This design comes from an exercise in tuning for small area on the open sky130 flow, not from production work. At most, simulation tests tie the RTL to the original design; equivalence was not proved. For runs 3 and 4, only the layout was checked, not whether the RTL still works. Power is estimated from default activity; no workload was simulated.

==> design/flow/design.v <==
module midi_decoder #(
    parameter N_PORTS   = 8,
    parameter SYSEX_CAP = 16
) (
    input  wire                     clk,
    input  wire                     rst,
    input  wire                     dec_valid,
    input  wire                     dec_ctrl,
    input  wire [7:0]               dec_data,
    output reg                      ev_valid,
    output wire [2:0]               ev_cls,
    output wire [3:0]               ev_kind,
    output wire [7:0]               ev_status,
    output wire [3:0]               ev_chan,
    output wire [6:0]               ev_d1,
    output wire [6:0]               ev_d2,
    output wire                     ev_has_d2,
    output wire [13:0]              ev_val,
    output wire                     ev_eox,
    output wire [3:0]               ev_port,
    output wire [4:0]               ev_len,
    output wire [SYSEX_CAP*8-1:0]   ev_raw,
    output wire [7:0]               dstat
);
    reg       open;              
    reg [3:0] pos;               
    reg [6:0] s0;                
    reg [6:0] bq [1:15];         
    reg [2:0] port_q;            
    reg       st_trunc, st_abort, st_range;
    reg       rt;                
    reg [2:0] rt_lo;             
    reg       eox;               
    assign dstat = {5'b0, st_range, st_abort, st_trunc};
    wire [7:0] b       = dec_data;
    wire       step    = dec_valid && !dec_ctrl;
    wire       ctl     = dec_valid && dec_ctrl;
    wire       s_sys   = (s0[6:4] == 3'b111);
    wire       s_sx    = s_sys && (s0[2:0] == 3'b000);
    wire       sx_open = open && s_sx;
    wire       s_cv    = !s_sys;
    wire       s_cd    = (s0[6:5] == 2'b10);             
    wire       last    = s_cv ? (s_cd ? (pos == 4'd1) : (pos == 4'd2))
                              : ((s0[2:0] == 3'b010) ? (pos == 4'd2) : (pos == 4'd1));
    wire       p_one   = (b[6:0] == 7'h00) || (b[6:0] == 7'h7F);
    wire       p_in    = (b[6:4] == 3'b000) && (b[3] ? (b[2:0] == 3'b000) : (b[2:0] != 3'b000));
    wire       p_ok    = p_one || p_in;
    wire [2:0] p_new   = p_one ? 3'd1 : b[2:0];
    wire       is_rt   = step && (b[7:3] == 5'b11111);
    wire       is_st   = step && b[7] && !is_rt;                  
    wire       is_f7   = is_st && (b[6:0] == 7'h77);
    wire       is_f6   = is_st && (b[6:0] == 7'h76);
    wire       is_dat  = step && !b[7] && open;
    wire       dat_sx  = is_dat && s_sx;
    wire       sx_full = dat_sx && (pos == 4'd15);
    wire       fin     = is_dat && !s_sx && last;
    wire       fin_ps  = fin && s_sys && (s0[2:0] == 3'b101);
    wire       ps_ok   = fin_ps && p_ok;
    wire       emit    = is_rt || (is_f7 && sx_open) || is_f6 || sx_full ||
                         (fin && !(fin_ps && !p_ok));
    integer i;
    always @(posedge clk) begin
        for (i = 1; i < 16; i = i + 1)
            if (pos == i)
                bq[i] <= b[6:0];
        if (is_st && !is_f7)
            s0 <= b[6:0];
        if (is_st && !is_f7 && !is_f6)
            pos <= 4'd1;
        else if (is_dat && !sx_full && !(is_f7))
            pos <= (fin) ? 4'd1 : pos + 4'd1;
        rt    <= is_rt;
        rt_lo <= b[2:0];
        eox   <= is_f7;
        if (rst) begin
            open     <= 1'b0;
            port_q   <= 3'd1;
            st_trunc <= 1'b0;
            st_abort <= 1'b0;
            st_range <= 1'b0;
            ev_valid <= 1'b0;
        end else begin
            ev_valid <= emit;
            if (ctl) begin
                case (b[2:0])
                    3'd0: begin
                        open     <= 1'b0;
                        port_q   <= 3'd1;
                        st_trunc <= 1'b0;
                        st_abort <= 1'b0;
                        st_range <= 1'b0;
                    end
                    3'd1: open <= 1'b0;
                    3'd2: port_q <= 3'd1;
                    3'd3: begin
                        st_trunc <= 1'b0;
                        st_abort <= 1'b0;
                        st_range <= 1'b0;
                    end
                    default: ;
                endcase
            end else begin
                if (is_st && sx_open && !is_f7)
                    st_abort <= 1'b1;
                if (is_st)
                    open <= !(is_f7 || is_f6);
                else if (sx_full || (fin && !s_cv))
                    open <= 1'b0;
                if (sx_full)
                    st_trunc <= 1'b1;
                if (fin_ps && !p_ok)
                    st_range <= 1'b1;
                if (ps_ok)
                    port_q <= p_new;
            end
        end
    end
    wire [6:0] st   = rt ? {4'b1111, rt_lo} : s0;
    wire       c_sys = (s0[6:4] == 3'b111);
    wire       c_rt = rt;
    wire       c_cv = !rt && !c_sys;
    wire       c_sx = !rt && c_sys && (s0[2:0] == 3'b000);
    wire       c_ps = !rt && c_sys && (s0[2:0] == 3'b101);
    wire       c_f6 = !rt && c_sys && (s0[2:1] == 2'b11);
    wire       c_cd = !rt && (s0[6:5] == 2'b10);
    wire       c_f2 = !rt && c_sys && (s0[2:0] == 3'b010);
    wire       c_val1 = !rt && c_sys && ((s0[2:0] == 3'b001) || (s0[2:0] == 3'b011) || (s0[2:0] == 3'b100));
    wire       c_pb = !rt && ((s0[6:4] == 3'b110) || (c_sys && (s0[2:0] == 3'b010)));
    assign ev_status = {1'b1, st};
    assign ev_cls    = c_cv ? 3'd0 : c_sx ? 3'd3 : c_ps ? 3'd5 : c_rt ? 3'd2 : 3'd1;
    assign ev_kind   = c_cv ? {1'b1, st[6:4]} : c_sx ? 4'd0 : st[3:0];
    assign ev_chan   = c_cv ? st[3:0] : 4'd0;
    wire   has_d1    = !(c_sx || c_rt || c_f6);
    assign ev_has_d2 = (c_cv && !c_cd) || c_f2;
    assign ev_d1     = has_d1 ? bq[1] : 7'd0;
    assign ev_d2     = ev_has_d2 ? bq[2] : 7'd0;
    assign ev_val    = c_pb ? {~bq[2][6], bq[2][5:0], bq[1]} :
                       c_val1 ? {7'd0, bq[1]} : 14'd0;
    assign ev_eox    = c_sx && eox;
    assign ev_port   = {port_q == 3'd0, port_q};
    assign ev_len    = c_sx ? {1'b0, pos} + 5'd1 :
                       (c_rt || c_f6) ? 5'd1 :
                       ev_has_d2 ? 5'd3 : 5'd2;
    genvar g;
    assign ev_raw[7:0] = ev_status;
    generate
        for (g = 1; g < 16; g = g + 1) begin : g_raw
            assign ev_raw[g*8 +: 8] = {eox && (pos == g), bq[g]};
        end
    endgenerate
endmodule
module midi_encoder #(
    parameter N_PORTS = 8,
    parameter SX_MAX  = 16,
    parameter EXT_CC  = 1
) (
    input  wire                     clk,
    input  wire                     rst,
    input  wire                     enc_valid,
    input  wire                     enc_ctrl,
    input  wire [2:0]               enc_code,
    input  wire [2:0]               cmd_cls,
    input  wire [3:0]               cmd_kind,
    input  wire [3:0]               cmd_chan,
    input  wire [7:0]               cmd_d1,
    input  wire [7:0]               cmd_d2,
    input  wire [15:0]              cmd_val,
    input  wire [15:0]              cmd_param,
    input  wire [4:0]               cmd_port,
    input  wire [4:0]               cmd_sx_len,
    input  wire [SX_MAX*8-1:0]      cmd_sx_data,
    output reg  [4:0]               tx_len,
    output wire [(SX_MAX+2)*8-1:0]  tx_bytes,
    output wire [7:0]               estat
);
    localparam [2:0] CLS_CV = 3'd0, CLS_SC = 3'd1, CLS_RT = 3'd2, CLS_SX = 3'd3, CLS_X14 = 3'd4;
    reg [2:0] rs_k;         
    reg [3:0] rs_c;         
    reg [3:0] last_port;    
    reg       st_reject;
    reg       pfx_q;        
    reg       pfn_q;        
    reg [7:0] body_n [0:8];     
    reg [7:0] body_q [9:15];    
    integer i;
    assign estat = {7'b0, st_reject};
    reg sel_ok;
    always @(*) begin
        case (cmd_cls)
            CLS_CV:  sel_ok = cmd_kind[3] && (cmd_kind[2:0] != 3'b111);
            CLS_SC:  sel_ok = (cmd_kind == 4'h1 || cmd_kind == 4'h2 || cmd_kind == 4'h3 || cmd_kind == 4'h6);
            CLS_RT:  sel_ok = cmd_kind[3] && (cmd_kind[2:0] != 3'b101);
            CLS_SX:  sel_ok = (cmd_kind == 4'h0) && (!cmd_sx_len[4] || cmd_sx_len[3:0] == 4'h0);
            CLS_X14: sel_ok = (cmd_kind[3:2] == 2'b00) && (cmd_kind[1:0] != 2'b11) &&
                              (cmd_kind[1:0] != 2'b00 || cmd_param[15:5] == 11'd0);
            default: sel_ok = 1'b0;
        endcase
    end
    wire port_ok = (cmd_port[4:3] == 2'b00) ? (cmd_port[2:0] != 3'b000) : (cmd_port == 5'd8);
    wire accept  = sel_ok && port_ok;
    wire [6:0] w_lo = cmd_val[6:0];
    wire [6:0] w_hi = {~cmd_val[13], cmd_val[12:7]};
    wire [6:0] v_hi = cmd_val[13:7];
    wire [6:0] v_lo = cmd_val[6:0];
    wire [6:0] p_hi = cmd_param[13:7];
    wire [6:0] p_lo = cmd_param[6:0];
    wire pfx   = (last_port != cmd_port[3:0]);
    wire same  = !pfx && (rs_k == cmd_kind[2:0]) && (rs_c == cmd_chan);    
    wire c_sx  = cmd_cls[1] && cmd_cls[0];
    wire c_x   = cmd_cls[2];
    wire c_cv  = (cmd_cls == CLS_CV);
    wire c_sc  = !cmd_cls[1] && cmd_cls[0];
    wire k_one = (cmd_kind[2:1] == 2'b10);                                  
    wire x_cc  = !cmd_kind[1] && !cmd_kind[0];
    wire x_nr  = cmd_kind[0];
    wire omit  = c_cv && same;
    wire pb    = c_cv && (cmd_kind[2:0] == 3'b110);                       
    wire [7:0] stat = {1'b1, c_x ? 3'b011 : c_cv ? cmd_kind[2:0] : 3'b111,
                       (c_x || c_cv) ? cmd_chan : cmd_kind};
    wire ns    = !c_sx;
    wire s0_v  = ns && omit && pb;
    wire s0_d  = ns && omit && !pb;
    wire s0_s  = ns && !omit;
    wire s1_xc = ns && c_x && x_cc;
    wire s1_x1 = ns && c_x && !x_cc && x_nr;
    wire s1_x2 = ns && c_x && !x_cc && !x_nr;
    wire s1_wh = ns && !c_x && omit && pb;
    wire s1_d2 = ns && !c_x && omit && !pb;
    wire s1_vl = ns && !c_x && ((!omit && pb) || c_sc);
    wire s1_d1 = ns && !c_x && !omit && !pb && !c_sc;
    wire s2_vh = ns && c_x && x_cc;
    wire s2_ph = ns && c_x && !x_cc;
    wire s2_wh = ns && !c_x && (pb || c_sc);
    wire s2_d2 = ns && !c_x && !(pb || c_sc);
    wire s3_xc = ns && x_cc;
    wire s3_x1 = ns && !x_cc && x_nr;
    wire s3_x2 = ns && !x_cc && !x_nr;
    wire [7:0] sx [0:15];
    genvar g;
    generate
        for (g = 0; g < 16; g = g + 1) begin : g_sx
            assign sx[g] = cmd_sx_data[g*8 +: 8];
        end
    endgenerate
    wire [7:0] d1 = {1'b0, cmd_d1[6:0]};
    wire [7:0] d2 = {1'b0, cmd_d2[6:0]};
    wire [7:0] vl = {1'b0, v_lo};
    wire [7:0] vh = {1'b0, v_hi};
    wire [7:0] wh = {1'b0, w_hi};
    wire [7:0] pl = {1'b0, p_lo};
    wire [7:0] ph = {1'b0, p_hi};
    wire [7:0] pc = {3'b000, cmd_param[4:0]};
    reg [7:0] body [0:8];
    always @(*) begin
        body[0] = ({8{c_sx}} & sx[0]) | ({8{s0_v}} & vl) | ({8{s0_d}} & d1) | ({8{s0_s}} & stat);
        body[1] = ({8{c_sx}} & sx[1]) | ({8{s1_xc}} & pc) | ({8{s1_x1}} & 8'h63) | ({8{s1_x2}} & 8'h65) |
                  ({8{s1_wh}} & wh) | ({8{s1_d2}} & d2) | ({8{s1_vl}} & vl) | ({8{s1_d1}} & d1);
        body[2] = ({8{c_sx}} & sx[2]) | ({8{s2_vh}} & vh) | ({8{s2_ph}} & ph) | ({8{s2_wh}} & wh) |
                  ({8{s2_d2}} & d2);
        body[3] = ({8{c_sx}} & sx[3]) | ({8{s3_xc}} & (pc | 8'h20)) | ({8{s3_x1}} & 8'h62) |
                  ({8{s3_x2}} & 8'h64);
        body[4] = c_sx ? sx[4] : x_cc ? vl : pl;
        body[5] = c_sx ? sx[5] : 8'h06;
        body[6] = c_sx ? sx[6] : vh;
        body[7] = c_sx ? sx[7] : 8'h26;
        body[8] = c_sx ? sx[8] : vl;
    end
    reg [4:0] body_len;
    always @(*) begin
        case (cmd_cls)
            CLS_CV:  body_len = (k_one ? 5'd2 : 5'd3) - {4'd0, omit};
            CLS_SC:  body_len = cmd_kind[2] ? 5'd1 : (cmd_kind[1:0] == 2'b10) ? 5'd3 : 5'd2;
            CLS_RT:  body_len = 5'd1;
            CLS_SX:  body_len = cmd_sx_len;
            default: body_len = x_cc ? 5'd5 : 5'd9;
        endcase
    end
    wire go = enc_valid && !enc_ctrl && accept;
    always @(posedge clk) begin
        for (i = 0; i < 9; i = i + 1)
            body_n[i] <= ~body[i];
        for (i = 9; i < 16; i = i + 1)
            body_q[i] <= sx[i];
        pfx_q <= pfx;
        pfn_q <= !pfx;
        if (rst) begin
            rs_k      <= 3'b111;
            last_port <= 4'd0;
            st_reject <= 1'b0;
            tx_len    <= 5'd0;
        end else begin
            tx_len <= go ? body_len + (pfx ? 5'd2 : 5'd0) : 5'd0;
            if (enc_valid && enc_ctrl) begin
                case (enc_code)
                    3'd0: begin
                        rs_k      <= 3'b111;
                        last_port <= 4'd0;
                        st_reject <= 1'b0;
                    end
                    3'd1: begin
                        rs_k      <= 3'b111;
                        last_port <= 4'd0;
                    end
                    3'd2, 3'd3: last_port <= 4'd0;
                    3'd4: st_reject <= 1'b0;
                    default: ;
                endcase
            end else if (enc_valid) begin
                if (!accept)
                    st_reject <= 1'b1;
                else begin
                    last_port <= cmd_port[3:0];
                    case (cmd_cls)
                        CLS_CV:  begin rs_k <= cmd_kind[2:0]; rs_c <= cmd_chan; end
                        CLS_RT:  if (pfx) rs_k <= 3'b111;
                        CLS_X14: begin rs_k <= 3'b011; rs_c <= cmd_chan; end
                        default: rs_k <= 3'b111;
                    endcase
                end
            end
        end
    end
    wire [7:0] bo [0:15];
    generate
        for (g = 0; g < 16; g = g + 1) begin : g_bo
            if (g < 9) begin : g_inv
                assign bo[g] = ~body_n[g];
            end else begin : g_true
                assign bo[g] = body_q[g];
            end
        end
    endgenerate
    assign tx_bytes[7:0]   = ({8{pfx_q}} & 8'hF5) | ({8{pfn_q}} & bo[0]);
    assign tx_bytes[15:8]  = ({8{pfx_q}} & {4'h0, last_port}) | ({8{pfn_q}} & bo[1]);
    generate
        for (g = 2; g < 16; g = g + 1) begin : g_tx
            assign tx_bytes[g*8 +: 8] = ({8{pfx_q}} & bo[g-2]) | ({8{pfn_q}} & bo[g]);
        end
    endgenerate
    assign tx_bytes[135:128] = body_q[14];
    assign tx_bytes[143:136] = body_q[15];
endmodule
module midi_framer (
    input  wire         clk,
    input  wire         rst,
    input  wire         dec_valid,
    input  wire         dec_ctrl,
    input  wire [7:0]   dec_data,
    output wire         ev_valid,
    output wire [2:0]   ev_cls,
    output wire [3:0]   ev_kind,
    output wire [7:0]   ev_status,
    output wire [3:0]   ev_chan,
    output wire [6:0]   ev_d1,
    output wire [6:0]   ev_d2,
    output wire         ev_has_d2,
    output wire [13:0]  ev_val,
    output wire         ev_eox,
    output wire [3:0]   ev_port,
    output wire [4:0]   ev_len,
    output wire [127:0] ev_raw,
    output wire [7:0]   dstat,
    input  wire         enc_valid,
    input  wire         enc_ctrl,
    input  wire [2:0]   enc_code,
    input  wire [2:0]   cmd_cls,
    input  wire [3:0]   cmd_kind,
    input  wire [3:0]   cmd_chan,
    input  wire [7:0]   cmd_d1,
    input  wire [7:0]   cmd_d2,
    input  wire [15:0]  cmd_val,
    input  wire [15:0]  cmd_param,
    input  wire [4:0]   cmd_port,
    input  wire [4:0]   cmd_sx_len,
    input  wire [127:0] cmd_sx_data,
    output wire [4:0]   tx_len,
    output wire [143:0] tx_bytes,
    output wire [7:0]   estat
);
    midi_decoder #(.N_PORTS(8), .SYSEX_CAP(16)) u_dec (
        .clk(clk), .rst(rst),
        .dec_valid(dec_valid), .dec_ctrl(dec_ctrl), .dec_data(dec_data),
        .ev_valid(ev_valid), .ev_cls(ev_cls), .ev_kind(ev_kind), .ev_status(ev_status),
        .ev_chan(ev_chan), .ev_d1(ev_d1), .ev_d2(ev_d2), .ev_has_d2(ev_has_d2),
        .ev_val(ev_val), .ev_eox(ev_eox), .ev_port(ev_port), .ev_len(ev_len),
        .ev_raw(ev_raw), .dstat(dstat)
    );
    midi_encoder #(.N_PORTS(8), .SX_MAX(16), .EXT_CC(1)) u_enc (
        .clk(clk), .rst(rst),
        .enc_valid(enc_valid), .enc_ctrl(enc_ctrl), .enc_code(enc_code),
        .cmd_cls(cmd_cls), .cmd_kind(cmd_kind), .cmd_chan(cmd_chan),
        .cmd_d1(cmd_d1), .cmd_d2(cmd_d2), .cmd_val(cmd_val), .cmd_param(cmd_param),
        .cmd_port(cmd_port), .cmd_sx_len(cmd_sx_len), .cmd_sx_data(cmd_sx_data),
        .tx_len(tx_len), .tx_bytes(tx_bytes), .estat(estat)
    );
endmodule
==> design/flow/flow/run.sh <==
#!/bin/bash
# Own layout flow: the standard flow (standard.sh: the standard synthesis,
# floorplan, power grid, placement, routing), with these changes to how the
# layout is made:
#  - every input and output port still gets its own buffer, but a 1x buffer
#    (sky130_fd_sc_hd__buf_1) instead of the larger cell buffer_ports picks;
#  - the clock tree uses clkbuf_8 clock buffers
#    and no dummy loads;
#  - constant outputs keep the tie cells synthesis gave them (no tie fanout
#    repair).
# ORFS writes each step's full log under orfs/logs/; make's own output goes to
# standard.log in this folder.
set -uo pipefail
export BUFFER_PORTS_ARGS="-buffer_cell sky130_fd_sc_hd__buf_1"
export CTS_ARGS="-sink_clustering_enable -repair_clock_nets -dont_use_dummy_load -buf_list sky130_fd_sc_hd__clkbuf_8 -sink_clustering_size 22 -sink_clustering_max_diameter 60"
export SKIP_REPAIR_TIE_FANOUT=1
bash standard.sh > standard.log 2>&1
==> design/flow/standard.sh <==
#!/bin/bash
# synth_recipe.tcl (not shown) runs the flow's synth.tcl, then flattens the netlist and writes it again
# the make line also repeats each setting of config.mk as NAME=value (left out here)
make -C /OpenROAD-flow-scripts/flow DESIGN_CONFIG=/design/flow/config.mk WORK_HOME=/design/flow/orfs CLKGATE_MAP_FILE= SYNTH_SCRIPT=/design/flow/synth_recipe.tcl "${@:-finish}"
==> design/flow/config.mk <==
export PLATFORM = sky130hd
export DESIGN_NAME = midi_framer
export DESIGN_NICKNAME = midi_framer
export VERILOG_FILES = /design/flow/design.v
export SDC_FILE = /design/flow/constraint.sdc
export NUM_CORES = 4
export LEC_CHECK = 0
export CAP_MARGIN = 20
export CORE_MARGIN = 2
export CORE_UTILIZATION = 40
export PLACE_DENSITY = 0.85
export SLEW_MARGIN = 20
==> design/flow/constraint.sdc <==
create_clock -name core_clock -period 10.0 [get_ports {clk}]
set_input_delay 2.0000 -clock core_clock [delete_from_list [all_inputs] [get_ports {clk}]]
set_output_delay 2.0000 -clock core_clock [all_outputs]
set_load 0.01 [all_outputs]
==> run_results.csv, run 1 <==
group,metric,value,unit
synth,ys_seq_elements,276,
grt,grt_pass1_wl,62800,µm
timing,hold_viol_final,0,
setup_path,crit_path_start,"u_enc.pfn_q",
final_layout,ff_latch_area,0.00669,mm²
clock_tree,hold_buffers,0,
power_and_ir_drop,p_per_area,154,mW/mm²
route,ant_nets,0,
synth,synth_cells,1039,
synth,synth_area,0.0112,mm²
power_and_ir_drop,p_leak,4.67,nW
place,place.port_buffers,547,
timing,slew_violations,0,
clock_tree,cts_max_level,1,
worst_hold_path,min_from,"u_enc.st_reject",
synth,synth_ff_type,"dfxtp_1",
timing,worst_pin_slew,1110,ps
setup_path,cp.required,8000,ps
timing,rsz0062_at_grt,"no",
final_layout,diodes,0,
route,num_vias,10500,
floorplanning,die_h,171,µm
clock_tree,cts_tree,"yes",
synth,synth_area_leaders,"edfxtp_1 (31%), dfxtp_1 (29%), nand2_1 (4.0%)",
worst_hold_path,hp-class,"flip-flop to flip-flop",
floorplanning,pin_count,566,
setup_path,crit_chain,"inv_2, buf_4, o22ai_1, buf_1",
final_layout,multi_input_area,0.00400,mm²
floorplanning,num_rows,61,
grt,grt_overflow,0,
clock_tree,post_cts_resize_count,0,
timing,period_share,46.9,%
clock_tree,cts-root-buf,"clkbuf_8",
clock_tree,cts_made_buffers,24,
setup_path,critPathKind,"flip-flop to output port",
timing,tns,0,ps
floorplanning,fp.dieW,171,µm
route,dr.pass1.iters,5,
floorplanning,core-area,0.0277,mm²
worst_hold_path,whs_path_depth,2,
route,vias_per_cell,5.52,
setup_path,arrival,2690,ps
final_layout,drive_gt1_share,4.31,%
route,drtIter0Drc,1092,
synth,synth-edff-count,116,
place,gp_congestion,0.969,
synth,yosys.area.top_type_share,31.1,%
route,wl,45900,µm
synth,async_flop_share,0,%
grt,grt_pass1_vias,9709,
clock_tree,clk_pin_slew,70,ps
floorplanning,dieArea,0.0294,mm²
setup_path,slowest_delay,1060,ps
place,hpwl,36400,µm
synth,yosysUniqueCellTypes,64,
setup_path,slowest_stage,"dfxtp_2",
final_layout,nFillCells,2551,
worst_hold_path,holdPathEnd,"u_enc.st_reject",
synth,ys.warnings.count,6,
synth,netlist_top_cells_count,"dfxtp_1 (160), nand2_1 (118), edfxtp_1 (116), nor2_1 (64), o22ai_1 (57)",
clock_tree,insertion_delay,560,ps
route,wl_per_cell,24.0,µm
run_status,status,"finished clean",
setup_path,crit_buf_inv,3,
route,drcViolationCount,0,
setup_path,crit_family,"flip-flops",
setup_path,timing.rr.end,"u_dec.port_q[2]",
setup_path,cp_max_fo,71,
grt,grt_usage,29.6,%
setup_path,reg2reg_from,"u_dec.pos[0]",
setup_path,r2r_cells,8,
clock_tree,clock-sinks,276,
setup_path,worst_setup_path_start_kind,"flip-flop",
timing,fmax,0.213,GHz
setup_path,end_kind,"output port",
synth,synth_top_area_cell,"edfxtp_1",
clock_tree,clock_path_buffers,3,
grt,antenna_found_initial,0,
power_and_ir_drop,ir_drop,0.000105,V
timing,setup_viol,0,
flow_run,drv_cap,0,
grt,grt_start_max_net_pins,81,
timing,fin_hold_ws,471,ps
final_layout,nets,1756,
timing,slew_headroom,26.2,%
synth,synth_most_common_cell,"dfxtp_1",
synth,syn_area_per_cell,10.8,µm²
timing,finalCriticalPeriod,4690,ps
timing,clock_skew,73.9,ps
final_layout,syn_to_final_growth,22.3,%
synth,ys_seq_area_share,59.6,%
clock_tree,cts_setup_buffers,0,
floorplanning,start_util,40.5,%
setup_path,r2r_slack,7010,ps
[placed cells by master, fill, tap and decap left out, drive strengths merged, types with 6 or more instances in the layout]
cell	n
nand2b	10
mux2i	21
nor4	8
and3	8
and2	47
xnor2	13
a21boi	12
nor2b	7
buf	561
or2	10
a22o	42
a221oi	9
o22ai	57
inv	15
a222oi	6
nand3	20
nor2	64
ha	7
a21oi	44
nor3	24
clkbuf	24
dfxtp	160
nand2	118
o21ai	55
edfxtp	116
nor3b	6
[worst min-delay path: stages, from the launching register on]
cell and delay, ps:
dfxtp_1 310, o31ai_1 60, a21oi_1 50
[sequential cells by signal (all words and copies together), names as in the netlist, 3 cells and up]
register         flops
u_dec.bq           105
u_dec.port_q         3
u_dec.pos            4
u_dec.rt_lo          3
u_dec.s0             7
u_enc.body_n        72
u_enc.body_q        56
u_enc.last_port      4
u_enc.rs_c           4
u_enc.rs_k           3
u_enc.tx_len         5
[power breakdown]
| part | leakage [nW] | switching, mW | internal [mW] | total (mW) |
|---|---|---|---|---|
| sequential | 2.39 | 0.0405 | 1.22 | 1.26 |
| combinational | 2.10 | 0.195 | 0.101 | 0.297 |
| clock | 0.173 | 0.345 | 0.214 | 0.559 |
[worst max-delay path by stage]
stage	to	slack (ps)	cells after the start
final	tx_bytes[58]	5310	4
after global routing	ev_val[2]	5070	6
after CTS	ev_val[5]	5340	6
after detailed placement	u_enc.tx_len[3]	5280	14
after global placement	u_enc.body_n[2][5]	5280	6
after floorplan	u_enc.tx_len[3]	5730	15
[routing by layer]
layer | vias to the layer above | track usage, % | wire (µm)
met2 | 691 | 53.1 | 23100
met1 | 5018 | 30.7 | 14900
met4 | 0 | 23.1 | 4210
li1 | 4714 | - | -
met3 | 123 | 4.86 | 3730
met5 | - | 0 | 0
[metrics by stage]
step	util (%)	power [mW]	cells	area, µm²	setup slack [ps]
2_1_floorplan	-	1.42	1039	11200	5730
3_3_place_gp	48.3	1.57	1887	13400	5280
3_5_place_dp	48.3	1.57	1887	13400	5280
4_1_cts	49.5	2.12	1911	13700	5340
5_1_grt	49.5	2.18	1911	13700	5070
6_report	49.5	2.11	1911	13700	5310
[area by class of cell]
type | instances | share of cell area [%]
repair buffers | 561 | 15.7
well taps | 378 | 3.45
flip-flops and latches | 276 | 48.8
inverters | 15 | 0.411
multi-input cells | 657 | 29.2
clock buffers | 24 | 2.41
[kinds of logic (layout without fill, tap and decap cells)]
| group | Yosys count | count (layout) | synth area share (%) |
|---|---|---|---|
| AOI/OAI and AO/OA | 264 | 264 | 16.0 |
| xor gates and xnor gates | 18 | 18 | 1.41 |
| adders and majority gates | 7 | 7 | 0.781 |
| buffers and inverters | 106 | 600 | 4.71 |
| DFF | 276 | 276 | 59.6 |
| muxes | 25 | 25 | 2.28 |
| other | 2 | 2 | 0.0670 |
| and+or+nand+nor | 341 | 341 | 15.1 |
==> run 2: changes to the inputs <==
==> design/flow/flow/run.sh (replaced) <==
#!/bin/bash
# Own layout flow: the standard flow (standard.sh: the standard synthesis,
# floorplan, power grid, placement, routing), with these changes to how the
# layout is made:
#  - every input and output port still gets its own buffer, but a 1x buffer
#    (sky130_fd_sc_hd__buf_1) instead of the larger cell buffer_ports picks;
#  - the clock tree uses small clock buffers (clkbuf_2, clkbuf_4) in small sink clusters
#    and no dummy loads;
#  - constant outputs keep the tie cells synthesis gave them (no tie fanout
#    repair).
# ORFS writes each step's full log under orfs/logs/; make's own output goes to
# standard.log in this folder.
set -uo pipefail
export BUFFER_PORTS_ARGS="-buffer_cell sky130_fd_sc_hd__buf_1"
export CTS_ARGS="-sink_clustering_enable -repair_clock_nets -dont_use_dummy_load -buf_list {sky130_fd_sc_hd__clkbuf_2 sky130_fd_sc_hd__clkbuf_4} -sink_clustering_size 8 -sink_clustering_max_diameter 50"
export SKIP_REPAIR_TIE_FANOUT=1
bash standard.sh > standard.log 2>&1
--- a/design/flow/config.mk
+++ b/design/flow/config.mk
@@ -8,5 +8,5 @@
 export CAP_MARGIN = 20
 export CORE_MARGIN = 2
 export CORE_UTILIZATION = 40
-export PLACE_DENSITY = 0.85
+export PLACE_DENSITY = 0.6
 export SLEW_MARGIN = 20
==> run 2 against run 1 <==
Effect of this change: still clean on timing, DRC and antenna; non-clock buffer count unchanged; synthesized cell count is the same; register-to-register slack improved by 80 ps; critical endpoint is now tx_bytes[11].
==> run_results.csv, run 2 <==
group,metric,value,unit
timing,slew_violations,0,
floorplanning,fp.dieW,171,µm
place,hpwl,36500,µm
clock_tree,post_cts_resize_count,0,
synth,synth.mux.area_fraction,2.28,%
clock_tree,cts_tree,"yes",
synth,synth_top_area_cell,"edfxtp_1",
clock_tree,cts-root-buf,"clkbuf_4",
flow_run,drv_cap,0,
synth,synth_area_leaders,"edfxtp_1 (31%), dfxtp_1 (29%), nand2_1 (4.0%)",
timing,worst_pin_slew,1110,ps
synth,yosys.area_share.simple,15.1,%
synth,synth_top_family_by_area,"compound AO/OA/AOI/OAI gates",
setup_path,end_kind,"output port",
synth,synth-edff-count,116,
worst_hold_path,min_from,"u_dec.st_range",
route,dr.pass1.iters,6,
timing,rsz0062_at_grt,"no",
synth,yosysUniqueCellTypes,64,
clock_tree,insertion_delay,680,ps
grt,antenna_found_initial,1,
setup_path,arrival,3240,ps
final_layout,drive_gt1_share,5.54,%
run_status,status,"finished clean",
synth,ys_seq_elements,276,
timing,setup_viol,0,
setup_path,worst_setup_path_start_kind,"flip-flop",
synth,synth-adder-area-share,0.781,%
route,wl_met1,16000,µm
route,num_vias,10400,
power_and_ir_drop,p_leak,4.70,nW
clock_tree,cts_made_buffers,44,
timing,slew_headroom,26.0,%
clock_tree,cts_max_level,2,
floorplanning,start_util,40.5,%
clock_tree,clk_pin_slew,90,ps
floorplanning,die_h,171,µm
final_layout,layout_common_cells,"buf_1 (547), dfxtp_1 (159), nand2_1 (118), edfxtp_1 (116), nor2_1 (64)",
final_layout,nets,1776,
route,ant_nets,0,
setup_path,cp_max_fo,57,
synth,netlist_top_cells_count,"dfxtp_1 (160), nand2_1 (118), edfxtp_1 (116), nor2_1 (64), o22ai_1 (57)",
final_layout,reg_top3,"u_dec.bq: 105 flops, u_enc.body_n: 72 flops, u_enc.body_q: 56 flops",
final_layout,largest_reg_flops,105,
place,place_ws,4820,ps
timing,fmax,0.191,GHz
clock_tree,cts_setup_buffers,0,
timing,clock_skew,71.7,ps
route,drcViolationCount,0,
place,dpl_cell_area,0.0134,mm²
clock_tree,clock-sinks,276,
route,maxUsedRoutingLayer,"met4",
final_layout,design_area,0.0137,mm²
timing,finalCriticalPeriod,5240,ps
route,wl_per_cell,24.1,µm
grt,grt_overflow,0,
worst_hold_path,hp-class,"flip-flop to flip-flop",
place,gp_congestion,0.959,
synth,syn_area_per_cell,10.8,µm²
timing,tns,0,ps
synth,synth_compound_area_share,16.0,%
floorplanning,dieArea,0.0294,mm²
final_layout,layout_commonest_cell,"buf_1",
floorplanning,core-area,0.0277,mm²
setup_path,cp.required,8000,ps
route,route.met2.wl,24000,µm
synth,synth_most_common_cell,"dfxtp_1",
setup_path,reg2reg_from,"u_enc.last_port[0]",
setup_path,crit_path_start,"u_enc.pfn_q",
floorplanning,pin_count,566,
synth,synth_area,0.0112,mm²
final_layout,largest-register,"u_dec.bq",
power_and_ir_drop,p_per_area,155,mW/mm²
place,place.port_buffers,547,
floorplanning,num_rows,61,
grt,grt_start_max_net_pins,80,
synth,ys.warnings.count,6,
clock_tree,hold_buffers,0,
clock_tree,clock_path_buffers,3,
timing,hold_viol_final,0,
timing,final.setup.worst_slack,4760,ps
synth,synth_cells,1039,
timing,period_share,52.4,%
route,vias_per_cell,5.41,
route,wl,46500,µm
grt,grt_pass1_wl,64500,µm
power_and_ir_drop,ir_drop,0.0000727,V
grt,grt_pass1_vias,9879,
synth,yosys.area.top_type_share,31.1,%
synth,synth_ff_type,"dfxtp_1",
final_layout,syn_to_final_growth,22.3,%
route,drtIter0Drc,812,
synth,async_flop_share,0,%
grt,grt_usage,30.4,%
route,dr_wl_met3,3690,µm
synth,ys_seq_area_share,59.6,%
setup_path,critPathKind,"flip-flop to output port",
synth,synth_xor_area_share,1.41,%
run 2: changes by cell type in the layout (fill, tap and decap cells not counted), sizes merged:
cell,before,now
clkbuf,24,44
diode,0,1
run 2: area by class of cell:
type,instances,area [µm²]
Multi-Input combinational cell,657,4000
Tap cell,378,473
Sequential cell,276,6690
Inverter,15,56.3
Clock buffer,44,330
Fill cell,2727,14000
Timing Repair Buffer,561,2160
Antenna cell,1,2.50
run 2: per-layer routing:
| metal | vias up | global-route usage, % |
|---|---|---|
| li1 | 4769 | - |
| met1 | 5018 | 32.5 |
| met2 | 559 | 56.3 |
| met3 | 103 | 6.21 |
| met4 | 0 | 16.0 |
| met5 | - | 0 |
run 2: through the flow:
stage / power, mW / utilization (%) / hold slack, ps / std cells
CTS: 2.14 / 49.5 / 476 / 1931
floorplan: 1.42 / - / 435 / 1039
global route: 2.21 / 49.5 / 490 / 1932
detailed placement: 1.58 / 48.3 / 465 / 1887
finish: 2.13 / 49.5 / 472 / 1932
global placement: 1.58 / 48.3 / 460 / 1887
run 2: worst paths after layout:
check                                       end  slack, ps  cells after the start
worst max-delay path               tx_bytes[11]       4760                      4
worst min-delay path             u_dec.st_range        470                      2
worst max register to register  u_enc.tx_len[3]       7090                     13
worst min register to register   u_dec.st_range        470                      2
run 2: critical path: stages, from the launching register on:
cell,delay [ps]
dfxtp_2,1050
inv_2,350
buf_4,430
o21ai_0,480
buf_1,210
run 2: cells by family (layout without fill, tap and decap cells):
| logic type | Yosys count | after routing |
|---|---|---|
| and+or+nand+nor | 341 | 341 |
| DFF | 276 | 276 |
| AOI/OAI and AO/OA | 264 | 264 |
| buffers and inverters | 106 | 620 |
| muxes | 25 | 25 |
| xor gates and xnor gates | 18 | 18 |
| adders and majority gates | 7 | 7 |
| other | 2 | 3 |
run 2: power by group:
group / internal [mW] / leakage [nW] / switching, mW / total, mW
sequential: 1.22 / 2.39 / 0.0379 / 1.25
clock: 0.201 / 0.202 / 0.372 / 0.574
combinational: 0.101 / 2.11 / 0.197 / 0.298
total: 1.52 / 4.70 / 0.607 / 2.13
==> run 3: changes to the inputs <==
--- a/design/flow/design.v
+++ b/design/flow/design.v
@@ -35,13 +35,12 @@
     wire [7:0] b       = dec_data;
     wire       step    = dec_valid && !dec_ctrl;
     wire       ctl     = dec_valid && dec_ctrl;
-    wire       s_sys   = (s0[6:4] == 3'b111);
-    wire       s_sx    = s_sys && (s0[2:0] == 3'b000);
+    wire       s_sx    = (s0 == 7'h70);
     wire       sx_open = open && s_sx;
-    wire       s_cv    = !s_sys;
+    wire       s_cv    = (s0[6:4] != 3'b111);
     wire       s_cd    = (s0[6:5] == 2'b10);             
     wire       last    = s_cv ? (s_cd ? (pos == 4'd1) : (pos == 4'd2))
-                              : ((s0[2:0] == 3'b010) ? (pos == 4'd2) : (pos == 4'd1));
+                              : ((s0[3:0] == 4'h2) ? (pos == 4'd2) : (pos == 4'd1));
     wire       p_one   = (b[6:0] == 7'h00) || (b[6:0] == 7'h7F);
     wire       p_in    = (b[6:4] == 3'b000) && (b[3] ? (b[2:0] == 3'b000) : (b[2:0] != 3'b000));
     wire       p_ok    = p_one || p_in;
@@ -54,7 +53,7 @@
     wire       dat_sx  = is_dat && s_sx;
     wire       sx_full = dat_sx && (pos == 4'd15);
     wire       fin     = is_dat && !s_sx && last;
-    wire       fin_ps  = fin && s_sys && (s0[2:0] == 3'b101);
+    wire       fin_ps  = fin && (s0 == 7'h75);
     wire       ps_ok   = fin_ps && p_ok;
     wire       emit    = is_rt || (is_f7 && sx_open) || is_f6 || sx_full ||
                          (fin && !(fin_ps && !p_ok));
@@ -115,17 +114,16 @@
             end
         end
     end
-    wire [6:0] st   = rt ? {4'b1111, rt_lo} : s0;
-    wire       c_sys = (s0[6:4] == 3'b111);
-    wire       c_rt = rt;
-    wire       c_cv = !rt && !c_sys;
-    wire       c_sx = !rt && c_sys && (s0[2:0] == 3'b000);
-    wire       c_ps = !rt && c_sys && (s0[2:0] == 3'b101);
-    wire       c_f6 = !rt && c_sys && (s0[2:1] == 2'b11);
-    wire       c_cd = !rt && (s0[6:5] == 2'b10);
-    wire       c_f2 = !rt && c_sys && (s0[2:0] == 3'b010);
-    wire       c_val1 = !rt && c_sys && ((s0[2:0] == 3'b001) || (s0[2:0] == 3'b011) || (s0[2:0] == 3'b100));
-    wire       c_pb = !rt && ((s0[6:4] == 3'b110) || (c_sys && (s0[2:0] == 3'b010)));
+    wire [6:0] st  = rt ? {4'b1111, rt_lo} : s0;
+    wire       c_cv = (st[6:4] != 3'b111);
+    wire       c_sx = (st == 7'h70);
+    wire       c_ps = (st == 7'h75);
+    wire       c_rt = (st[6:3] == 4'b1111);
+    wire       c_f6 = (st == 7'h76);
+    wire       c_cd = (st[6:5] == 2'b10);
+    wire       c_f2 = (st == 7'h72);
+    wire       c_val1 = (st == 7'h71) || (st == 7'h73) || (st == 7'h74);
+    wire       c_pb = (st[6:4] == 3'b110) || c_f2;
     assign ev_status = {1'b1, st};
     assign ev_cls    = c_cv ? 3'd0 : c_sx ? 3'd3 : c_ps ? 3'd5 : c_rt ? 3'd2 : 3'd1;
     assign ev_kind   = c_cv ? {1'b1, st[6:4]} : c_sx ? 4'd0 : st[3:0];
@@ -179,10 +177,7 @@
     reg [3:0] last_port;    
     reg       st_reject;
     reg       pfx_q;        
-    reg       pfn_q;        
-    reg [7:0] body_n [0:8];     
-    reg [7:0] body_q [9:15];    
-    integer i;
+    reg [7:0] body_q [0:15];
     assign estat = {7'b0, st_reject};
     reg sel_ok;
     always @(*) begin
@@ -214,59 +209,29 @@
     wire x_cc  = !cmd_kind[1] && !cmd_kind[0];
     wire x_nr  = cmd_kind[0];
     wire omit  = c_cv && same;
-    wire pb    = c_cv && (cmd_kind[2:0] == 3'b110);                       
-    wire [7:0] stat = {1'b1, c_x ? 3'b011 : c_cv ? cmd_kind[2:0] : 3'b111,
-                       (c_x || c_cv) ? cmd_chan : cmd_kind};
-    wire ns    = !c_sx;
-    wire s0_v  = ns && omit && pb;
-    wire s0_d  = ns && omit && !pb;
-    wire s0_s  = ns && !omit;
-    wire s1_xc = ns && c_x && x_cc;
-    wire s1_x1 = ns && c_x && !x_cc && x_nr;
-    wire s1_x2 = ns && c_x && !x_cc && !x_nr;
-    wire s1_wh = ns && !c_x && omit && pb;
-    wire s1_d2 = ns && !c_x && omit && !pb;
-    wire s1_vl = ns && !c_x && ((!omit && pb) || c_sc);
-    wire s1_d1 = ns && !c_x && !omit && !pb && !c_sc;
-    wire s2_vh = ns && c_x && x_cc;
-    wire s2_ph = ns && c_x && !x_cc;
-    wire s2_wh = ns && !c_x && (pb || c_sc);
-    wire s2_d2 = ns && !c_x && !(pb || c_sc);
-    wire s3_xc = ns && x_cc;
-    wire s3_x1 = ns && !x_cc && x_nr;
-    wire s3_x2 = ns && !x_cc && !x_nr;
-    wire [7:0] sx [0:15];
-    genvar g;
-    generate
-        for (g = 0; g < 16; g = g + 1) begin : g_sx
-            assign sx[g] = cmd_sx_data[g*8 +: 8];
-        end
-    endgenerate
-    wire [7:0] d1 = {1'b0, cmd_d1[6:0]};
-    wire [7:0] d2 = {1'b0, cmd_d2[6:0]};
-    wire [7:0] vl = {1'b0, v_lo};
-    wire [7:0] vh = {1'b0, v_hi};
-    wire [7:0] wh = {1'b0, w_hi};
-    wire [7:0] pl = {1'b0, p_lo};
-    wire [7:0] ph = {1'b0, p_hi};
-    wire [7:0] pc = {3'b000, cmd_param[4:0]};
-    reg [7:0] body [0:8];
-    always @(*) begin
-        body[0] = ({8{c_sx}} & sx[0]) | ({8{s0_v}} & vl) | ({8{s0_d}} & d1) | ({8{s0_s}} & stat);
-        body[1] = ({8{c_sx}} & sx[1]) | ({8{s1_xc}} & pc) | ({8{s1_x1}} & 8'h63) | ({8{s1_x2}} & 8'h65) |
-                  ({8{s1_wh}} & wh) | ({8{s1_d2}} & d2) | ({8{s1_vl}} & vl) | ({8{s1_d1}} & d1);
-        body[2] = ({8{c_sx}} & sx[2]) | ({8{s2_vh}} & vh) | ({8{s2_ph}} & ph) | ({8{s2_wh}} & wh) |
-                  ({8{s2_d2}} & d2);
-        body[3] = ({8{c_sx}} & sx[3]) | ({8{s3_xc}} & (pc | 8'h20)) | ({8{s3_x1}} & 8'h62) |
-                  ({8{s3_x2}} & 8'h64);
-        body[4] = c_sx ? sx[4] : x_cc ? vl : pl;
-        body[5] = c_sx ? sx[5] : 8'h06;
-        body[6] = c_sx ? sx[6] : vh;
-        body[7] = c_sx ? sx[7] : 8'h26;
-        body[8] = c_sx ? sx[8] : vl;
-    end
+    wire       use_w = (c_cv && cmd_kind[2:0] == 3'b110) || c_sc;
+    wire [6:0] a     = use_w ? w_lo : cmd_d1[6:0];
+    wire [6:0] c     = use_w ? w_hi : cmd_d2[6:0];
+    wire [7:0] stat  = {1'b1, c_x ? 3'b011 : c_cv ? cmd_kind[2:0] : 3'b111,
+                        (c_x || c_cv) ? cmd_chan : cmd_kind};
+    reg [7:0] body [0:15];
     reg [4:0] body_len;
+    integer i;
     always @(*) begin
+        for (i = 0; i < 16; i = i + 1)
+            body[i] = cmd_sx_data[i*8 +: 8];
+        if (!c_sx) begin
+            body[0] = omit ? {1'b0, a} : stat;
+            body[1] = c_x ? (x_cc ? {3'b000, cmd_param[4:0]} : x_nr ? 8'h63 : 8'h65) :
+                      omit ? {1'b0, c} : {1'b0, a};
+            body[2] = c_x ? {1'b0, x_cc ? v_hi : p_hi} : {1'b0, c};
+            body[3] = x_cc ? {3'b001, cmd_param[4:0]} : x_nr ? 8'h62 : 8'h64;
+            body[4] = {1'b0, x_cc ? v_lo : p_lo};
+            body[5] = 8'h06;
+            body[6] = {1'b0, v_hi};
+            body[7] = 8'h26;
+            body[8] = {1'b0, v_lo};
+        end
         case (cmd_cls)
             CLS_CV:  body_len = (k_one ? 5'd2 : 5'd3) - {4'd0, omit};
             CLS_SC:  body_len = cmd_kind[2] ? 5'd1 : (cmd_kind[1:0] == 2'b10) ? 5'd3 : 5'd2;
@@ -277,12 +242,9 @@
     end
     wire go = enc_valid && !enc_ctrl && accept;
     always @(posedge clk) begin
-        for (i = 0; i < 9; i = i + 1)
-            body_n[i] <= ~body[i];
-        for (i = 9; i < 16; i = i + 1)
-            body_q[i] <= sx[i];
+        for (i = 0; i < 16; i = i + 1)
+            body_q[i] <= body[i];
         pfx_q <= pfx;
-        pfn_q <= !pfx;
         if (rst) begin
             rs_k      <= 3'b111;
             last_port <= 4'd0;
@@ -320,21 +282,12 @@
             end
         end
     end
-    wire [7:0] bo [0:15];
-    generate
-        for (g = 0; g < 16; g = g + 1) begin : g_bo
-            if (g < 9) begin : g_inv
-                assign bo[g] = ~body_n[g];
-            end else begin : g_true
-                assign bo[g] = body_q[g];
-            end
-        end
-    endgenerate
-    assign tx_bytes[7:0]   = ({8{pfx_q}} & 8'hF5) | ({8{pfn_q}} & bo[0]);
-    assign tx_bytes[15:8]  = ({8{pfx_q}} & {4'h0, last_port}) | ({8{pfn_q}} & bo[1]);
+    genvar g;
+    assign tx_bytes[7:0]   = pfx_q ? 8'hF5 : body_q[0];
+    assign tx_bytes[15:8]  = pfx_q ? {4'h0, last_port} : body_q[1];
     generate
         for (g = 2; g < 16; g = g + 1) begin : g_tx
-            assign tx_bytes[g*8 +: 8] = ({8{pfx_q}} & bo[g-2]) | ({8{pfn_q}} & bo[g]);
+            assign tx_bytes[g*8 +: 8] = pfx_q ? body_q[g-2] : body_q[g];
         end
     endgenerate
     assign tx_bytes[135:128] = body_q[14];
==> design/flow/flow/run.sh (replaced) <==
#!/bin/bash
# Own layout flow: the standard flow (standard.sh, unchanged synthesis,
# floorplan, power grid and routing), with two changes to how the layout is made:
#  - every input and output port still gets its own buffer, but a 1x buffer
#    (sky130_fd_sc_hd__buf_1) instead of the larger cell buffer_ports picks;
#  - the clock tree uses clkbuf_8 buffers with larger sink clusters and no dummy
#    loads.
# ORFS writes each step's full log under orfs/logs/; make's own output goes to
# standard.log in this folder.
set -uo pipefail
export BUFFER_PORTS_ARGS="-buffer_cell sky130_fd_sc_hd__buf_1"
export CTS_ARGS="-sink_clustering_enable -repair_clock_nets -dont_use_dummy_load -buf_list sky130_fd_sc_hd__clkbuf_8 -sink_clustering_size 12 -sink_clustering_max_diameter 50"
bash standard.sh > standard.log 2>&1
==> run 3 against run 2 <==
Effect of this change: count of clock-buffer cells in the layout fell by 9; via count fell by 4.1%; first-iteration DRC count fell by 4.7%; critical endpoint is now tx_bytes[90]; hold slack got worse by 8.9 ps; critical path type unchanged; design area rose by 5.3%; flip-flop and latch count fell by 1; sequential share of layout area fell by 2.6 points; clock power rose by about 20%; synthesized cell count fell by 0.19%; global-route usage fell by 3.0 points; critical path depth fell by 1.
==> run_results.csv, run 3 <==
group,metric,value,unit
synth,synth_area,0.0117,mm²
timing,slew_violations,0,
final_layout,layout_commonest_cell,"buf_1",
power_and_ir_drop,p_leak,5.28,nW
grt,grt_pass1_wl,61800,µm
grt,grt_usage,27.4,%
clock_tree,cts_tree,"yes",
grt,grt_overflow,0,
clock_tree,clock_path_buffers,3,
final_layout,largest-register,"u_enc.body_q",
setup_path,critPathKind,"flip-flop to output port",
synth,yosys.area.top_type_share,29.8,%
timing,period_share,48.7,%
clock_tree,cts_made_buffers,35,
worst_hold_path,hp-class,"flip-flop to flip-flop",
route,wl_per_cell,22.6,µm
power_and_ir_drop,ir_drop,0.0000953,V
place,dpl.cell_count,1914,
timing,clock_skew,36.3,ps
timing,setup_viol,0,
timing,rsz0062_at_grt,"no",
clock_tree,clock-sinks,275,
route,num_vias,10000,
route,vias_per_cell,5.13,
timing,fmax,0.205,GHz
place,gp_congestion,0.972,
floorplanning,core-area,0.0287,mm²
route,wl,44200,µm
clock_tree,hold_buffers,0,
timing,finalCriticalPeriod,4870,ps
synth,synth_area_leaders,"edfxtp_1 (30%), dfxtp_1 (27%), mux2_2 (12%)",
setup_path,worst-path-stages,3,
grt,grt_start_max_net_pins,91,
clock_tree,cts_max_level,2,
final_layout,layout_common_cells,"buf_1 (547), dfxtp_1 (158), nand2_1 (132), mux2_2 (127), edfxtp_1 (116)",
route,ant_nets,0,
final_layout,stdcell_count,1952,
grt,antenna_found_initial,1,
clock_tree,cts-root-buf,"clkbuf_8",
timing,worst_pin_slew,1100,ps
final_layout,largest_reg_flops,128,
floorplanning,dieArea,0.0306,mm²
setup_path,crit_buf_inv,2,
synth,synth_cells,1037,
setup_path,r2r_cells,12,
setup_path,arrival,2870,ps
timing,slew_headroom,26.6,%
timing,hold_viol_final,0,
synth,synth-edff-count,116,
setup_path,cp.required,8000,ps
final_layout,drive_gt1_share,12.7,%
setup_path,crit_family,"buffers and inverters",
timing,tns,0,ps
clock_tree,clk_pin_slew,60,ps
setup_path,slowest_stage,"buf_4",
route,dr.pass1.iters,5,
worst_hold_path,whs_path_depth,2,
synth,synth_top_area_cell,"edfxtp_1",
setup_path,crit_chain,"buf_4, mux2_2, buf_1",
place,hpwl,34300,µm
final_layout,nFillCells,2737,
synth,ys.warnings.count,5,
floorplanning,die_h,175,µm
synth,yosysUniqueCellTypes,60,
setup_path,end_kind,"output port",
clock_tree,post_cts_resize_count,0,
floorplanning,pin_count,566,
power_and_ir_drop,power,2.25,mW
timing,final.setup.worst_slack,5130,ps
setup_path,cp_max_fo,90,
clock_tree,insertion_delay,520,ps
place,place_ws,4870,ps
route,drcViolationCount,0,
synth,ys_seq_elements,275,
synth,netlist_top_cells_count,"dfxtp_1 (159), nand2_1 (132), mux2_2 (127), edfxtp_1 (116), nor2_1 (63)",
floorplanning,start_util,40.7,%
setup_path,worst_setup_path_start_kind,"flip-flop",
flow_run,drv_cap,0,
grt,grt_pass1_vias,9433,
run_status,status,"finished clean",
setup_path,slowest_delay,910,ps
final_layout,reg_top3,"u_enc.body_q: 128 flops, u_dec.bq: 105 flops, u_dec.s0: 7 flops",
final_layout,nets,1788,
place,place.port_buffers,547,
route,drtIter0Drc,774,
floorplanning,num_rows,62,
synth,synth_ff_type,"dfxtp_1",
power_and_ir_drop,p_per_area,156,mW/mm²
synth,ys_seq_area_share,57.1,%
final_layout,syn_to_final_growth,23.7,%
synth,synth_most_common_cell,"dfxtp_1",
clock_tree,cts_setup_buffers,0,
floorplanning,fp.dieW,175,µm
synth,syn_area_per_cell,11.3,µm²
synth,async_flop_share,0,%
[run 3: changes by cell type in the layout (fill, tap and decap cells not counted), moves of 16 or more]
cell,previous run,this run
clkbuf_4,44,0
a22o_1,42,0
o22ai_1,57,2
and3_1,8,24
clkbuf_8,0,35
a21oi_1,44,25
mux2_2,4,127
o21ai_0,54,33
[run 3: cell type report]
| cell class | instances | area (µm²) | area share (%) |
|---|---|---|---|
| Antenna cell | 3 | 7.51 | 0.0520 |
| Clock buffer | 35 | 482 | 3.34 |
| Inverter | 11 | 41.3 | 0.286 |
| Multi-Input combinational cell | 681 | 4580 | 31.7 |
| Sequential cell | 275 | 6670 | 46.2 |
| Tap cell | 384 | 480 | 3.33 |
| Timing Repair Buffer | 563 | 2170 | 15.1 |
[run 3: final timing paths]
kind | start | to | slack (ps)
setup reg to reg | u_enc.last_port[0] | u_enc.tx_len[3] | 7300
hold / removal | u_dec.st_trunc | u_dec.st_trunc | 460
hold reg to reg | u_dec.st_trunc | u_dec.st_trunc | 460
setup / recovery | u_enc.pfx_q | tx_bytes[90] | 5130
[run 3: power by group]
part,switching [mW],leakage [nW],internal [mW]
sequential,0.0355,2.38,1.22
combinational,0.191,2.65,0.117
clock,0.375,0.252,0.312
[run 3: metrics by stage]
step	utilization [%]	hold slack [ps]	cell area [µm²]
floorplan	-	432	11700
global placement	48.6	443	13900
detailed placement	48.6	452	13900
CTS	50.3	463	14400
global route	50.3	498	14400
finish	50.3	463	14400
[run 3: cell families (layout without fill, tap and decap cells)]
family / after synthesis / in the layout / synth area share (%)
AO/OA/AOI/OAI: 110 / 110 / 5.99
multiplexers: 147 / 147 / 14.0
flip-flops: 275 / 275 / 57.1
other: 2 / 17 / 0.0643
XOR/XNOR: 19 / 19 / 1.43
adder cells (fa/ha/maj): 7 / 7 / 0.750
buffers and inverters: 93 / 609 / 4.07
AND/OR/NAND/NOR: 384 / 384 / 16.6
[run 3: worst reg2reg max path, cell delays in order, from the launching register on]
cell and delay [ps]:
dfxtp_1 330, xnor2_1 200, nand4_1 300, nor3_4 250, buf_4 330, ha_1 210
nor2_1 50, a21oi_1 120, nor2_1 60, ha_1 250, ha_1 200, xor2_1 160
nor3b_1 170
[run 3: routing by layer]
layer / global-route usage [%] / routed length, µm / vias up
met2: 41.8 / 19400 / 501
met3: 10.2 / 4800 / 55
met4: 5.83 / 786 / 2
met5: 0 / 13 / -
li1: - / - / 4659
met1: 37.3 / 19100 / 4805
==> run 4: changes to the inputs <==
==> design/flow/flow/run.sh (replaced) <==
#!/bin/bash
# Own layout flow: the standard flow (standard.sh, unchanged synthesis,
# floorplan, power grid and routing), with two changes to how the layout is made:
#  - every input and output port still gets its own buffer, but a 1x buffer
#    (sky130_fd_sc_hd__buf_1) instead of the larger cell buffer_ports picks;
#  - the clock tree uses clkbuf_16 buffers with larger sink clusters and no dummy
#    loads.
# ORFS writes each step's full log under orfs/logs/; make's own output goes to
# standard.log in this folder.
set -uo pipefail
export BUFFER_PORTS_ARGS="-buffer_cell sky130_fd_sc_hd__buf_1"
export CTS_ARGS="-sink_clustering_enable -repair_clock_nets -dont_use_dummy_load -buf_list sky130_fd_sc_hd__clkbuf_16 -sink_clustering_size 20 -sink_clustering_max_diameter 80"
bash standard.sh > standard.log 2>&1
==> run 4 against run 3 <==
Effect of this change: power grew 0.65%; synthesized area is the same; design area is essentially flat; hold slack gained 2.3 ps; cell count shrank 0.92%; first-iteration DRC count shrank 1.4%; register-to-register slack is essentially flat; maximum frequency shrank 0.85%; flip-flop and latch count is the same; sequential share of layout area is essentially flat; critical endpoint is now tx_bytes[91].
==> run_results.csv, run 4 <==
group,metric,value,unit
final_layout,syn_to_final_growth,23.6,%
route,drtIter0Drc,763,
setup_path,crit_family,"buffers and inverters",
clock_tree,cts_max_level,1,
setup_path,cp_max_fo,90,
route,wl,43800,µm
setup_path,worst_setup_path_start_kind,"flip-flop",
setup_path,reg2reg_from,"u_enc.last_port[0]",
clock_tree,clock_path_buffers,3,
grt,grt_pass1_vias,9338,
place,dpl_cell_area,0.0139,mm²
clock_tree,hold_buffers,0,
power_and_ir_drop,sw_frac_of_total,26.1,%
place,hpwl,34300,µm
run_status,status,"finished clean",
synth,synth_area,0.0117,mm²
worst_hold_path,hp-class,"flip-flop to flip-flop",
timing,worst_pin_slew,1110,ps
setup_path,crit_chain,"buf_4, mux2_2, buf_1",
route,wl_per_cell,22.6,µm
clock_tree,insertion_delay,510,ps
synth,ys_seq_area_share,57.1,%
synth,syn_area_per_cell,11.3,µm²
grt,grt_usage,27.1,%
floorplanning,pin_count,566,
timing,hold_viol_final,0,
timing,finalCriticalPeriod,4910,ps
synth,ys.warnings.count,5,
timing,clock_skew,42.7,ps
route,ant_nets,0,
worst_hold_path,whs_path_depth,2,
grt,grt_overflow,0,
power_and_ir_drop,clockPowerShare,31.1,%
setup_path,critPathKind,"flip-flop to output port",
place,place.port_buffers,547,
setup_path,arrival,2910,ps
power_and_ir_drop,p_int,1.67,mW
synth,synth_most_common_cell,"dfxtp_1",
synth,ys_seq_elements,275,
floorplanning,dieArea,0.0306,mm²
floorplanning,start_util,40.7,%
timing,tns,0,ps
setup_path,end_kind,"output port",
setup_path,slowest_stage,"buf_4",
power_and_ir_drop,combPwrFrac,13.6,%
synth,synth_ff_type,"dfxtp_1",
synth,synth_top_area_cell,"edfxtp_1",
synth,yosysUniqueCellTypes,60,
final_layout,nFillCells,2735,
final_layout,layout_commonest_cell,"buf_1",
final_layout,design_area,0.0144,mm²
power_and_ir_drop,p_leak,5.26,nW
clock_tree,post_cts_resize_count,0,
power_and_ir_drop,power,2.26,mW
final_layout,nets,1772,
clock_tree,cts_tree,"yes",
floorplanning,num_rows,62,
final_layout,largest-register,"u_enc.body_q",
worst_hold_path,holdPathEnd,"u_dec.st_trunc",
final_layout,largest_reg_flops,128,
floorplanning,die_h,175,µm
clock_tree,clk_pin_slew,90,ps
route,dr.pass1.iters,5,
route,num_vias,9907,
power_and_ir_drop,p_sw,591,µW
power_and_ir_drop,p_per_area,157,mW/mm²
final_layout,reg_top3,"u_enc.body_q: 128 flops, u_dec.bq: 105 flops, u_dec.s0: 7 flops",
power_and_ir_drop,p_seq_share,55.3,%
route,drcViolationCount,0,
clock_tree,cts_setup_buffers,0,
final_layout,drive_gt1_share,11.8,%
clock_tree,clock-sinks,275,
synth,yosys.area.top_type_share,29.8,%
setup_path,timing.rr.end,"u_enc.tx_len[3]",
grt,grt_pass1_wl,61500,µm
grt,grt_start_max_net_pins,91,
final_layout,final_core_utilization,50.3,%
synth,netlist_top_cells_count,"dfxtp_1 (159), nand2_1 (132), mux2_2 (127), edfxtp_1 (116), nor2_1 (63)",
timing,setup_viol,0,
timing,rsz0062_at_grt,"no",
timing,period_share,49.1,%
setup_path,slowest_delay,910,ps
synth,synth_cells,1037,
synth,async_flop_share,0,%
floorplanning,core-area,0.0287,mm²
place,gp_congestion,0.972,
clock_tree,cts_made_buffers,19,
timing,slew_headroom,26.2,%
setup_path,crit_buf_inv,2,
final_layout,layout_common_cells,"buf_1 (547), dfxtp_1 (158), nand2_1 (132), mux2_2 (127), edfxtp_1 (116)",
route,vias_per_cell,5.12,
flow_run,drv_cap,0,
grt,antenna_found_initial,1,
timing,fin_hold_ws,465,ps
timing,fmax,0.204,GHz
power_and_ir_drop,ir_drop,0.0000910,V
setup_path,r2r_cells,12,
synth,synth-edff-count,116,
synth,synth_area_leaders,"edfxtp_1 (30%), dfxtp_1 (27%), mux2_2 (12%)",
floorplanning,fp.dieW,175,µm
setup_path,r2r_slack,7290,ps
worst_hold_path,min_from,"u_dec.st_trunc",
clock_tree,cts-root-buf,"clkbuf_16",
setup_path,cp.required,8000,ps
timing,slew_violations,0,
run 4: cell types whose count changed in the layout (fill, tap and decap cells not counted), sizes merged:
cell    delta
diode      -2
clkbuf    -16
run 4: layout make-up:
class,count,area (µm²),share of cell area [%]
diodes,1,2.50,0.0173
clock buffers,19,475,3.30
inverters,11,41.3,0.286
multi-input cells,681,4580,31.8
flip-flops and latches,275,6670,46.2
well taps,384,480,3.33
repair buffers,563,2170,15.1
run 4: power groups by stage:
| stage | Combinational (mW) | Clock (mW) | Sequential (mW) |
|---|---|---|---|
| 2_1_floorplan | 0.169 | 0 | 1.26 |
| 3_3_place_gp | 0.302 | 0 | 1.27 |
| 3_5_place_dp | 0.303 | 0 | 1.27 |
| 4_1_cts | 0.305 | 0.717 | 1.25 |
| 5_1_grt | 0.332 | 0.752 | 1.26 |
| 6_report | 0.307 | 0.702 | 1.25 |
run 4: worst min-delay path: cells and delay by family (launching register included):
kind               cells  cell delay (ps)
DFF                    1              320
and+or+nand+nor        1               50
AOI/OAI and AO/OA      1               50
run 4: how the worst max path moves through the flow:
stage / start / end / depth (start not counted)
floorplan: cmd_cls[1] / u_enc.tx_len[3] / 13
global placement: cmd_kind[0] / u_enc.rs_c[0] / 7
detailed placement: cmd_kind[0] / u_enc.rs_c[1] / 7
CTS: u_enc.pfx_q / tx_bytes[75] / 3
global route: u_dec.rt / ev_d1[0] / 6
finish: u_enc.pfx_q / tx_bytes[91] / 3
run 4: through the flow:
stage | instances | setup slack (ps)
5_1_grt | 1933 | 4900
6_report | 1934 | 5090
2_1_floorplan | 1049 | 5780
4_1_cts | 1933 | 5120
3_3_place_gp | 1914 | 4850
3_5_place_dp | 1914 | 4870
run 4: layer usage:
metal  vias up  routed length (µm)  global-route usage (%)
li1       4618                   -                       -
met3        45                5020                    10.1
met5         -                  13                       0
met4         2                 665                    4.72
met2       474               19500                    41.9
met1      4768               18600                    36.8
run 4: logic make-up after synthesis:
kind of cell | after synthesis | synth area share [%]
AO/OA/AOI/OAI | 110 | 5.99
XOR/XNOR | 19 | 1.43
adder cells (fa/ha/maj) | 7 | 0.750
buffers and inverters | 93 | 4.07
flip-flops | 275 | 57.1
multiplexers | 147 | 14.0
other | 2 | 0.0643
AND/OR/NAND/NOR | 384 | 16.6

static timing again, ports no longer ideal:
The flow's constraints put no driver on any port. The routed layouts listed below were extracted and timed again, unchanged, in two steps.
Step 1 assumes that a clkbuf_16 drives the clock port and a buf_2 every other input.
Step 2 times the ports against the registers' clock, not the clock port: input delays grow and output delays shrink by t, the midpoint of the rising clock arrivals with the driver on.
a / b / c = ideal / step 1 / step 2; a / b = the first two.
run	t (ns)	setup WS [ns]	hold WS [ns]	worst register clock-pin slew, ns
run 1	0.586	5.313 / 5.266 / 5.208	0.471 / 0.471 / 0.471	0.12 / 0.12
run 2	0.674	4.755 / 4.708 / 4.693	0.472 / 0.472 / 0.472	0.10 / 0.10
run 3	0.544	5.133 / 5.088 / 4.826	0.463 / 0.463 / 0.463	0.08 / 0.08
run 4	0.544	5.092 / 5.041 / 4.825	0.465 / 0.465 / 0.465	0.09 / 0.09
After both steps setup and hold are still met in every run listed. The setup slack of run 3, which loses most, moves by -0.045 ns with the drivers and by -0.307 ns with both steps.
